Context: an optimization exercise on an open-source flow, tuned for small area, a short achievable clock period and few clock cycles. The choices shown serve that exercise and are no tape-out recipe.
At most, simulation tests tie the RTL to the original design; equivalence was not proved.
No activity file was given, so power comes from the tool's default toggle rates.

## fsq_table_engine
module fsq_table_engine (
    input  wire        clk,
    input  wire        rst,
    input  wire        cmd_valid,
    output wire        cmd_ready,
    input  wire [3:0]  cmd_op,
    input  wire [7:0]  cmd_a,
    input  wire [7:0]  cmd_b,
    output wire        rsp_valid,
    output wire [3:0]  rsp_err,
    output wire [2:0]  rsp_sub,
    output wire [7:0]  rsp_arg,
    output wire [16:0] rsp_result,
    output wire        rsp_tv,
    output wire [2:0]  rsp_k,
    output wire [2:0]  rsp_b
);
==> flow/config.mk <==
export PLATFORM = sky130hd
export DESIGN_NAME = fsq_table_engine
export DESIGN_NICKNAME = fsq_table_engine
export VERILOG_FILES = /design/flow/design.v
export SDC_FILE = /design/flow/constraint.sdc
export NUM_CORES = 8
export LEC_CHECK = 0
export CAP_MARGIN = 0
export CORE_MARGIN = 2
export CORE_UTILIZATION = 45
export CTS_CLUSTER_DIAMETER = 100
export CTS_CLUSTER_SIZE = 25
export PLACE_DENSITY = 0.6
export SLEW_MARGIN = 0
==> flow/constraint.sdc <==
create_clock -name core_clock -period 10.0 [get_ports {clk}]
set_input_delay 2.0000 -clock core_clock [delete_from_list [all_inputs] [get_ports {clk}]]
set_output_delay 2.0000 -clock core_clock [all_outputs]
set_load 0.01 [all_outputs]
standard.sh (not shown) runs the stock make flow with config.mk's settings and CLKGATE_MAP_FILE= SYNTH_SCRIPT=/design/flow/synth_recipe.tcl, a recipe that flattens the netlist after the stock synthesis.
==> flow/flow/run.sh <==
#!/bin/bash
set -euo pipefail
bash standard.sh synth > flow_synth.log 2>&1
bash standard.sh SETUP_SLACK_MARGIN=7.0 finish > flow_finish.log 2>&1
Then changed:
- PLACE_DENSITY: 0.6 -> 0.7
Effect: Critical path depth does not change. Final area fell by about 1.7%. Routed wire length is lower by about 4.3%. Flip-flop and latch count stays the same. Worst hold slack improves by 0.044 ns. Non-clock buffer count drops by 26. Synthesized area is unchanged. Global-route usage falls by 1.2 points.
Then changed:
==> flow/flow/run.sh (replaced) <==
#!/bin/bash
set -euo pipefail
bash standard.sh synth > flow_synth.log 2>&1
bash standard.sh SETUP_SLACK_MARGIN=7.0 SKIP_GATE_CLONING=1 finish > flow_finish.log 2>&1
- PLACE_DENSITY: 0.7 -> 0.6
=> The changed run finished clean. Die area stays the same. Sequential share of layout area falls by 0.30 points. Cell area increases by about 0.8%. Worst hold slack got worse by 0.038 ns. Power increases by 1.0%.
Then changed:
==> flow/flow/run.sh (replaced) <==
#!/bin/bash
set -euo pipefail
bash standard.sh synth > flow_synth.log 2>&1
bash standard.sh SETUP_SLACK_MARGIN=6.95 SKIP_GATE_CLONING=1 finish > flow_finish.log 2>&1
- CORE_UTILIZATION: 45 -> 50
After rerunning: Total power shrinks by 0.92%; worst hold slack gets worse by 0.044 ns; final area shrinks by 2.4%.
Then changed:
==> flow/flow/run.sh (replaced) <==
#!/bin/bash
set -euo pipefail
bash standard.sh synth > flow_synth.log 2>&1
bash standard.sh SETUP_SLACK_MARGIN=7.0 finish > flow_finish.log 2>&1
- CAP_MARGIN: 0 -> 20
- CORE_UTILIZATION: 50 -> 45
- SLEW_MARGIN: 0 -> 20
=> Total power hardly moves; maximum frequency is lower slightly; sequential cell count is unchanged; worst setup slack is worse by 0.0096 ns; first-iteration DRC count is lower by a few percent; synthesized cell count does not change; clock skew is higher by 0.0074 ns.
No run of this note included a check of the RTL's function; only the layout flow was run.

========
Another version of the RTL of fsq_table_engine (not shown whole).
Size in the first run: roughly 520 flip-flops, about 64 I/O pins.
// fsq_table_engine
module fsq_table_engine (
    input  wire        clk,
    input  wire        rst,
    input  wire        cmd_valid,
    output wire        cmd_ready,
    input  wire [3:0]  cmd_op,
    input  wire [7:0]  cmd_a,
    input  wire [7:0]  cmd_b,
    output wire        rsp_valid,
    output wire [3:0]  rsp_err,
    output wire [2:0]  rsp_sub,
    output wire [7:0]  rsp_arg,
    output wire [16:0] rsp_result,
    output wire        rsp_tv,
    output wire [2:0]  rsp_k,
    output wire [2:0]  rsp_b
);
    localparam OP_NOP    = 4'h0, OP_CLEAR  = 4'h1, OP_APUSH = 4'h2, OP_KPUSH = 4'h3,
               OP_SETPAD = 4'h4, OP_BUILD  = 4'h5, OP_ENCB  = 4'hA, OP_DECB  = 4'hB,
               OP_PACK   = 4'hC, OP_UNPACK = 4'hD;
    localparam B_FIRST = 3'd0, B_SCAN = 3'd1, B_CHK = 3'd2, B_COL = 3'd3,
               B_FIN1  = 3'd4, B_FIN2 = 3'd5, B_ERR = 3'd7;
    reg [111:0] alpha_f;                 
    reg [255:0] kslot_f;                 
    reg [4:0]  alen;
    reg [5:0]  klen;
    reg [7:0]  pad;
    reg        pad_mem;                  
    reg        hi_f;  reg [3:0] hi_i;    
    reg        dup_f; reg [3:0] dup_i;   
    reg        tv;
    reg        tv_o;                     
    reg [2:0]  r_k, r_b;                 
    reg        fast_ok;                  
    reg        kdup;                     
    reg [15:0] seen;                     
    wire k4 = alen[4], k3 = alen[3], k2 = alen[2], k1 = !(alen[4] | alen[3] | alen[2]);
    wire n_sq = (alen == 5'd1) || (alen == 5'd4) || (alen == 5'd9) || (alen == 5'd16);
    function [3:0] rc_of(input [3:0] p, input f4, input f3, input f2);
        reg [3:0] t;
        begin
            t[3] = p == 4'd6 || p == 4'd7 || p == 4'd8;
            t[2] = p == 4'd3 || p == 4'd4 || p == 4'd5;
            t[1] = p == 4'd2 || p == 4'd5 || p == 4'd8;
            t[0] = p == 4'd1 || p == 4'd4 || p == 4'd7;
            rc_of = ({4{f4}} & p) | ({4{f3}} & t) | ({4{f2}} & {1'b0, p[1], 1'b0, p[0]});
        end
    endfunction
    function [3:0] mk(input [1:0] r, input [1:0] c, input f4, input f3, input f2);
        reg [3:0] t;
        begin
            t[3] = r == 2'd2 && c == 2'd2;
            t[2] = (r == 2'd1 && c != 2'd0) || (r == 2'd2 && c != 2'd2);
  ...
clock: 10.0 ns
lec_check: 0
cap_margin: 0
core_margin: 2
core_utilization: 50
cts_cluster_diameter: 100
cts_cluster_size: 25
place_density: 0.6
slew_margin: 0
==> flow/flow/run.sh <==
#!/bin/bash
set -euo pipefail
bash standard.sh synth > flow_synth.log 2>&1
bash standard.sh SETUP_SLACK_MARGIN=7.0 SKIP_GATE_CLONING=1 finish > flow_finish.log 2>&1
==> next run, changes <==
==> flow/flow/run.sh (replaced) <==
#!/bin/bash
set -euo pipefail
bash standard.sh synth > flow_synth.log 2>&1
bash standard.sh SETUP_SLACK_MARGIN=7.0 finish > flow_finish.log 2>&1
Settings changed: CAP_MARGIN 0 to 20, CORE_UTILIZATION 50 to 45, PLACE_DENSITY 0.6 to 0.7, SLEW_MARGIN 0 to 20.
Effect: Cell area climbs by about 0.8%; worst hold slack got worse by 12 ps; area after synthesis is unchanged; die area climbs by about 11%; non-clock buffer count climbs by 15; clock skew climbs by 8.3 ps; routed wire length drops by about 1.6%; global-route usage drops by 4.7 points.
==> next run, changes <==
==> flow/flow/run.sh (replaced) <==
#!/bin/bash
set -euo pipefail
bash standard.sh synth > flow_synth.log 2>&1
bash standard.sh SETUP_SLACK_MARGIN=7.0 SKIP_GATE_CLONING=1 finish > flow_finish.log 2>&1
Settings changed: CAP_MARGIN 20 to 0, PLACE_DENSITY 0.7 to 0.6, SLEW_MARGIN 20 to 0.
The new run ran to the end with no violations; non-clock buffer count increases by 3; final area stays flat; synthesized area stays the same; clock skew decreases by 8.7 ps; final cell count is about the same; worst setup slack improved by 150 ps; routed wire length rises slightly; die area is unchanged; total power rises slightly; fmax grows by a few percent.
Function was not checked in any run of this note: the RTL went through the layout flow alone.

========
run 1:
Another version of the RTL of fsq_table_engine (not shown whole).
For scale: about 2,300 cells after synthesis, roughly 520 flip-flops, roughly 64 I/O pins, ~0.028 sq mm of cells after synthesis.
==> flow/config.mk <==
export PLATFORM = sky130hd
export DESIGN_NAME = fsq_table_engine
export DESIGN_NICKNAME = fsq_table_engine
export VERILOG_FILES = /design/flow/design.v
export SDC_FILE = /design/flow/constraint.sdc
export NUM_CORES = 8
export LEC_CHECK = 0
export CAP_MARGIN = 0
export CORE_MARGIN = 2
export CORE_UTILIZATION = 50
export CTS_CLUSTER_DIAMETER = 100
export CTS_CLUSTER_SIZE = 25
export PLACE_DENSITY = 0.6
export SLEW_MARGIN = 0
==> flow/constraint.sdc <==
create_clock -name core_clock -period 10.0 [get_ports {clk}]
set_input_delay 2.0000 -clock core_clock [delete_from_list [all_inputs] [get_ports {clk}]]
set_output_delay 2.0000 -clock core_clock [all_outputs]
set_load 0.01 [all_outputs]
==> flow/flow/run.sh <==
#!/bin/bash
set -euo pipefail
bash standard.sh synth > flow_synth.log 2>&1
bash standard.sh SETUP_SLACK_MARGIN=6.9 SKIP_GATE_CLONING=1 finish > flow_finish.log 2>&1
Both conditions hold for run 1: the flow ran to the end and the final layout passed the timing, design-rule and antenna checks.
Testbench counts of run 1, summed over its fixed seeds: cycles 14,700.
--- input diff run 1..run 2 ---
# run 1
export LEC_CHECK = 0
export CAP_MARGIN = 0
export CORE_MARGIN = 2
export CORE_UTILIZATION = 50
export CTS_CLUSTER_DIAMETER = 100
export CTS_CLUSTER_SIZE = 25
export PLACE_DENSITY = 0.6
export SLEW_MARGIN = 0
create_clock -name core_clock -period 10.0 [get_ports {clk}]
# run 2
export LEC_CHECK = 0
export CAP_MARGIN = 0
export CORE_MARGIN = 2
export CORE_UTILIZATION = 53
export CTS_CLUSTER_DIAMETER = 100
export CTS_CLUSTER_SIZE = 25
export PLACE_DENSITY = 0.6
export SLEW_MARGIN = 0
create_clock -name core_clock -period 10.0 [get_ports {clk}]
==> flow/flow/run.sh <==
#!/bin/bash
set -euo pipefail
bash standard.sh synth > flow_synth.log 2>&1
bash standard.sh SETUP_SLACK_MARGIN=6.95 SKIP_GATE_CLONING=1 finish > flow_finish.log 2>&1
### Flow results
Run 2 reached the final stage; the timing, design-rule and antenna checks on its layout passed. Area of placed instances (run 2 vs. run 1) decreases slightly. Between run 1 and run 2, the switching share of total power does not differ in any meaningful way. Layout net count essentially unchanged between run 2 and run 1. In the metrics for run 2 and run 1, the one carrying the higher worst hold slack is run 1. Of run 2 and run 1, the higher power dissipated in combinational cells belongs to run 2. The multi-input gate area in the final layout of run 2 and that of run 1 are within noise of each other. | flip-flop and latch area | run 2 vs run 1 | ≈ equal |. Run 2 against run 1: final critical-path share of the clock period level, worst-case setup margin in the final layout moved up. Area of the core went down by a few percent going from run 1 to run 2.
### run 2 -> run 3
# run 2
export LEC_CHECK = 0
export CAP_MARGIN = 0
export CORE_MARGIN = 2
export CORE_UTILIZATION = 53
export CTS_CLUSTER_DIAMETER = 100
export CTS_CLUSTER_SIZE = 25
export PLACE_DENSITY = 0.6
export SLEW_MARGIN = 0
create_clock -name core_clock -period 10.0 [get_ports {clk}]
# run 3
export LEC_CHECK = 0
export CAP_MARGIN = 0
export CORE_MARGIN = 2
export CORE_UTILIZATION = 45
export CTS_CLUSTER_DIAMETER = 100
export CTS_CLUSTER_SIZE = 25
export PLACE_DENSITY = 0.6
export SLEW_MARGIN = 0
create_clock -name core_clock -period 10.0 [get_ports {clk}]
==> flow/flow/run.sh <==
#!/bin/bash
set -euo pipefail
bash standard.sh synth > flow_synth.log 2>&1
bash standard.sh SETUP_SLACK_MARGIN=7.0 finish > flow_finish.log 2>&1
--- outcome ---
Looking at number of global-route vias before repair across run 3 and run 2, the one that comes out lower is run 2. Looking at worst-case headroom to the max-slew limit, run 3 sits 1.9 points above run 2. Taking run 2 as 1.0, run 3 lands at 1.11 on met3 wire length. Vias: run 3 above run 2. Max initial standard-cell utilization of the core across run 3 and run 2: run 2. Portion of the layout cell area used by non-clock buffers: run 3 > run 2. Changes observed in run 3 relative to run 2: register-to-register path setup slack did not really move; final instance count without filler cells went up; number of clock buffers inserted by TritonCTS now larger.
Edits applied to the flow inputs when going from run 3 to run 4:
# run 3
export LEC_CHECK = 0
export CAP_MARGIN = 0
export CORE_MARGIN = 2
export CORE_UTILIZATION = 45
export CTS_CLUSTER_DIAMETER = 100
export CTS_CLUSTER_SIZE = 25
export PLACE_DENSITY = 0.6
export SLEW_MARGIN = 0
create_clock -name core_clock -period 10.0 [get_ports {clk}]
# run 4
export LEC_CHECK = 0
export ABC_AREA = 1
export CAP_MARGIN = 0
export CORE_MARGIN = 2
export CORE_UTILIZATION = 50
export CTS_CLUSTER_DIAMETER = 100
export CTS_CLUSTER_SIZE = 25
export PLACE_DENSITY = 0.6
export SLEW_MARGIN = 0
create_clock -name core_clock -period 10.0 [get_ports {clk}]
==> flow/flow/run.sh <==
#!/bin/bash
set -euo pipefail
bash standard.sh synth > flow_synth.log 2>&1
bash standard.sh SETUP_SLACK_MARGIN=6.95 SKIP_GATE_CLONING=1 finish > flow_finish.log 2>&1
Cell count: run 4 higher than run 3. [run 4] post-route clock period utilization fell 0.34 points relative to run 3. For final non-filler cell area, run 4 and run 3 come out practically identical. Of run 3 and run 4, run 4 shows the higher total global-route track usage, with run 3 below it. Of run 3 and run 4, run 3 shows the higher sequential share of layout area, with run 4 below it. More vias were needed by run 4 than by run 3. Post-detailed-placement half-perimeter wirelength in run 4 is about 20% above run 3. Compared with run 3, run 4 shows a synthesized area that is about 4% higher.

========
Starting RTL as in the previous note.
export LEC_CHECK = 0
export CAP_MARGIN = 0
export CORE_MARGIN = 2
export CORE_UTILIZATION = 50
export CTS_CLUSTER_DIAMETER = 100
export CTS_CLUSTER_SIZE = 25
export PLACE_DENSITY = 0.6
export SLEW_MARGIN = 0
create_clock -name core_clock -period 10.0 [get_ports {clk}]
==> flow/flow/run.sh <==
#!/bin/bash
set -euo pipefail
bash standard.sh synth > flow_synth.log 2>&1
bash standard.sh SETUP_SLACK_MARGIN=6.95 SKIP_GATE_CLONING=1 finish > flow_finish.log 2>&1
The baseline went through all stages and came out clean.
Testbench counts at the start, summed over its fixed seeds: cycles 14,700.
Rerun with:
==> flow/flow/run.sh (replaced) <==
#!/bin/bash
set -euo pipefail
bash standard.sh synth > flow_synth.log 2>&1
bash standard.sh SETUP_SLACK_MARGIN=7.0 SKIP_GATE_CLONING=1 finish > flow_finish.log 2>&1
- CORE_UTILIZATION: 50 -> 45
After rerunning: Routed wire length increases by 1.0%; register-to-register slack improved by 0.07 ns; sequential share of layout area goes down by 1.2 points; utilization came out lower by 4.5 points; die area went up by 11%; first-iteration DRC count decreases by 2.0%.
Rerun with:
==> flow/flow/run.sh (replaced) <==
#!/bin/bash
set -euo pipefail
bash standard.sh synth > flow_synth.log 2>&1
bash standard.sh SETUP_SLACK_MARGIN=7.0 finish > flow_finish.log 2>&1
- ABC_AREA: not set -> 1
- CAP_MARGIN: 0 -> 20
- SLEW_MARGIN: 0 -> 20
What happened:
- The new run completed without violations
- wire length goes up by about a fifth
- final cell count goes up by well over a third
- clock power goes up by roughly a tenth
Rerun with:
==> flow/flow/run.sh (replaced) <==
#!/bin/bash
set -euo pipefail
bash standard.sh synth > flow_synth.log 2>&1
bash standard.sh SETUP_SLACK_MARGIN=6.85 finish > flow_finish.log 2>&1
- ABC_AREA: 1 -> not set
Outcome: The changed run completed with no timing, DRC or antenna violations. Core utilization increases by 0.56 points. Non-clock buffer count increases by 51. First-iteration DRC count decreases by about 27%. Design area decreases by about 3%. Clock skew increases by 0.0063 ns. Wire length decreases by 16%. Global-route usage decreases by 3.0 points. Fmax decreases by about 1%. Synthesized cell count decreases by 35%. Cell count decreases by 28%. Hold slack improves by 0.034 ns.

========
== build 22 ==
Another version of the RTL of fsq_table_engine (not shown whole).
Size in the first run: ~2,400 cells after synthesis, roughly 500 flip-flops, roughly 64 I/O pins.
clock: 10.0 ns
lec_check: 0
cap_margin: 0
core_margin: 2
core_utilization: 50
cts_cluster_diameter: 100
cts_cluster_size: 25
place_density: 0.6
slew_margin: 0
==> flow/flow/run.sh <==
#!/bin/bash
set -euo pipefail
bash standard.sh synth > flow_synth.log 2>&1
bash standard.sh SETUP_SLACK_MARGIN=6.95 SKIP_GATE_CLONING=1 finish > flow_finish.log 2>&1
Build 22 did not stop at any stage, and its layout met the timing, design-rule and antenna checks.
Relative to build 22, the following input files were edited for build 45:
Settings: a change of CORE_UTILIZATION from 50 to 45; a change of CAP_MARGIN from 0 to 20; a change of SLEW_MARGIN from 0 to 20; a change of PLACE_DENSITY from 0.6 to 0.7.
==> flow/flow/run.sh <==
#!/bin/bash
set -euo pipefail
bash standard.sh synth > flow_synth.log 2>&1
bash standard.sh SETUP_SLACK_MARGIN=7.0 finish > flow_finish.log 2>&1
==> summary.txt <==
Build 45 was carried through to the last stage, and its layout satisfied the timing, design-rule and antenna checks. Relative to build 22, combinational power has increased by about 4% in build 45. When build 45 is set beside build 22, its switching power share of the total turns out to be 0.23 points larger. Build 45 reports a lower critical path arrival than build 22 does. Build 45 ended up with a higher final design area excluding fillers than build 22 did.
The inputs of build 29 differ from those of build 45 as listed below.
Settings: PLACE_DENSITY now 0.6, was 0.7; CAP_MARGIN now 0, was 20; SLEW_MARGIN now 0, was 20.
## What came out
- Worst-case clock skew essentially unchanged between build 29 and build 45.
- On design area, build 29 does worse than build 45.
- Compared build 45 against build 29; net switching fraction of the power within noise.
- [compare] base=build 45 new=build 29: power saw an increase, clock tree buffer count of the final layout dropped 2, portion of total power attributed to combinational logic increased by 0.4 points relative to the old numbers, wire length now larger, post-synthesis compound-gate area fraction did not really move.
- Of build 29 and build 45, build 29 shows the higher layout-stage area growth over the synthesis result, with build 45 below it.
- Via count: build 45 vs build 29, no meaningful difference
Inputs modified between build 29 and build 78:
Settings: CAP_MARGIN changed from 0 to 20; SLEW_MARGIN changed from 0 to 20.
==> summary.txt <==
The clock-cell share of area was comparable across build 78 and build 29. Share of total power in the clock network (lower): build 78. Measured against each other, build 78 and build 29 differ in proportion of cell area occupied by multi-input gates, the higher figure coming from build 29. In terms of worst clock skew, build 29 and build 78 differ only marginally. In the metrics for build 78 and build 29, the one carrying the higher total global-route track usage is build 29.
No run of this note included a check of the RTL's function; only the layout flow was run.

[port drivers added, routing unchanged]
Ports are ideal in the flow. The routed layouts listed here were re-timed in OpenROAD.
Step 1 sets driving cells, clkbuf_16 on the clock port and buf_2 on the other inputs (assumed; they add their load-dependent delay and slew).
Step 2 times the ports against the registers' clock, not the clock port: input delays grow and output delays shrink by t, the midpoint of the rising clock arrivals with the driver on.
Slacks: no drivers / after step 1 / after step 2; pairs: no drivers / after step 1.
| run | t, ns | slack for setup (ns) | worst hold slack (ns) |
|---|---|---|---|
| the first run of note 1 | 0.665 | 6.880 / 6.818 / 6.400 | 0.510 / 0.510 / 0.510 |
| the second run of note 1 | 0.665 | 6.881 / 6.823 / 6.286 | 0.555 / 0.555 / 0.555 |
| the third run of note 1 | 0.669 | 6.882 / 6.819 / 6.399 | 0.517 / 0.517 / 0.517 |
| the fourth run of note 1 | 0.671 | 6.867 / 6.806 / 6.333 | 0.472 / 0.472 / 0.472 |
| the fifth run of note 1 | 0.677 | 6.858 / 6.795 / 6.396 | 0.548 / 0.548 / 0.548 |
| the first run of note 2 | 0.676 | 6.806 / 6.806 / 6.254 | 0.521 / 0.521 / 0.521 |
| the second run of note 2 | 0.671 | 6.722 / 6.722 / 6.313 | 0.509 / 0.509 / 0.509 |
| the third run of note 2 | 0.667 | 6.874 / 6.813 / 6.300 | 0.495 / 0.495 / 0.495 |
| run 1 | 0.680 | 6.857 / 6.800 / 6.276 | 0.551 / 0.551 / 0.551 |
| run 2 | 0.653 | 6.869 / 6.811 / 6.353 | 0.515 / 0.515 / 0.515 |
| run 3 | 0.668 | 6.871 / 6.810 / 6.412 | 0.480 / 0.480 / 0.480 |
| run 4 | 0.700 | 6.905 / 6.841 / 6.422 | 0.519 / 0.519 / 0.519 |
| the first run of note 4 | 0.663 | 6.856 / 6.793 / 6.378 | 0.551 / 0.551 / 0.551 |
| the second run of note 4 | 0.666 | 6.872 / 6.815 / 6.350 | 0.481 / 0.481 / 0.481 |
| the third run of note 4 | 0.701 | 6.863 / 6.801 / 6.340 | 0.512 / 0.512 / 0.512 |
| the fourth run of note 4 | 0.677 | 6.833 / 6.803 / 6.235 | 0.546 / 0.546 / 0.546 |
| build 22 | 0.673 | 6.873 / 6.812 / 6.340 | 0.496 / 0.496 / 0.496 |
| build 45 | 0.677 | 6.894 / 6.827 / 6.286 | 0.503 / 0.503 / 0.503 |
| build 29 | 0.671 | 6.935 / 6.880 / 6.277 | 0.494 / 0.494 / 0.494 |
| build 78 | 0.677 | 6.872 / 6.867 / 6.278 | 0.485 / 0.485 / 0.485 |
After both steps setup and hold are still met in every run listed. For build 29, which loses most, drivers alone change the setup slack by -0.055 ns; drivers and shift together by -0.658 ns.
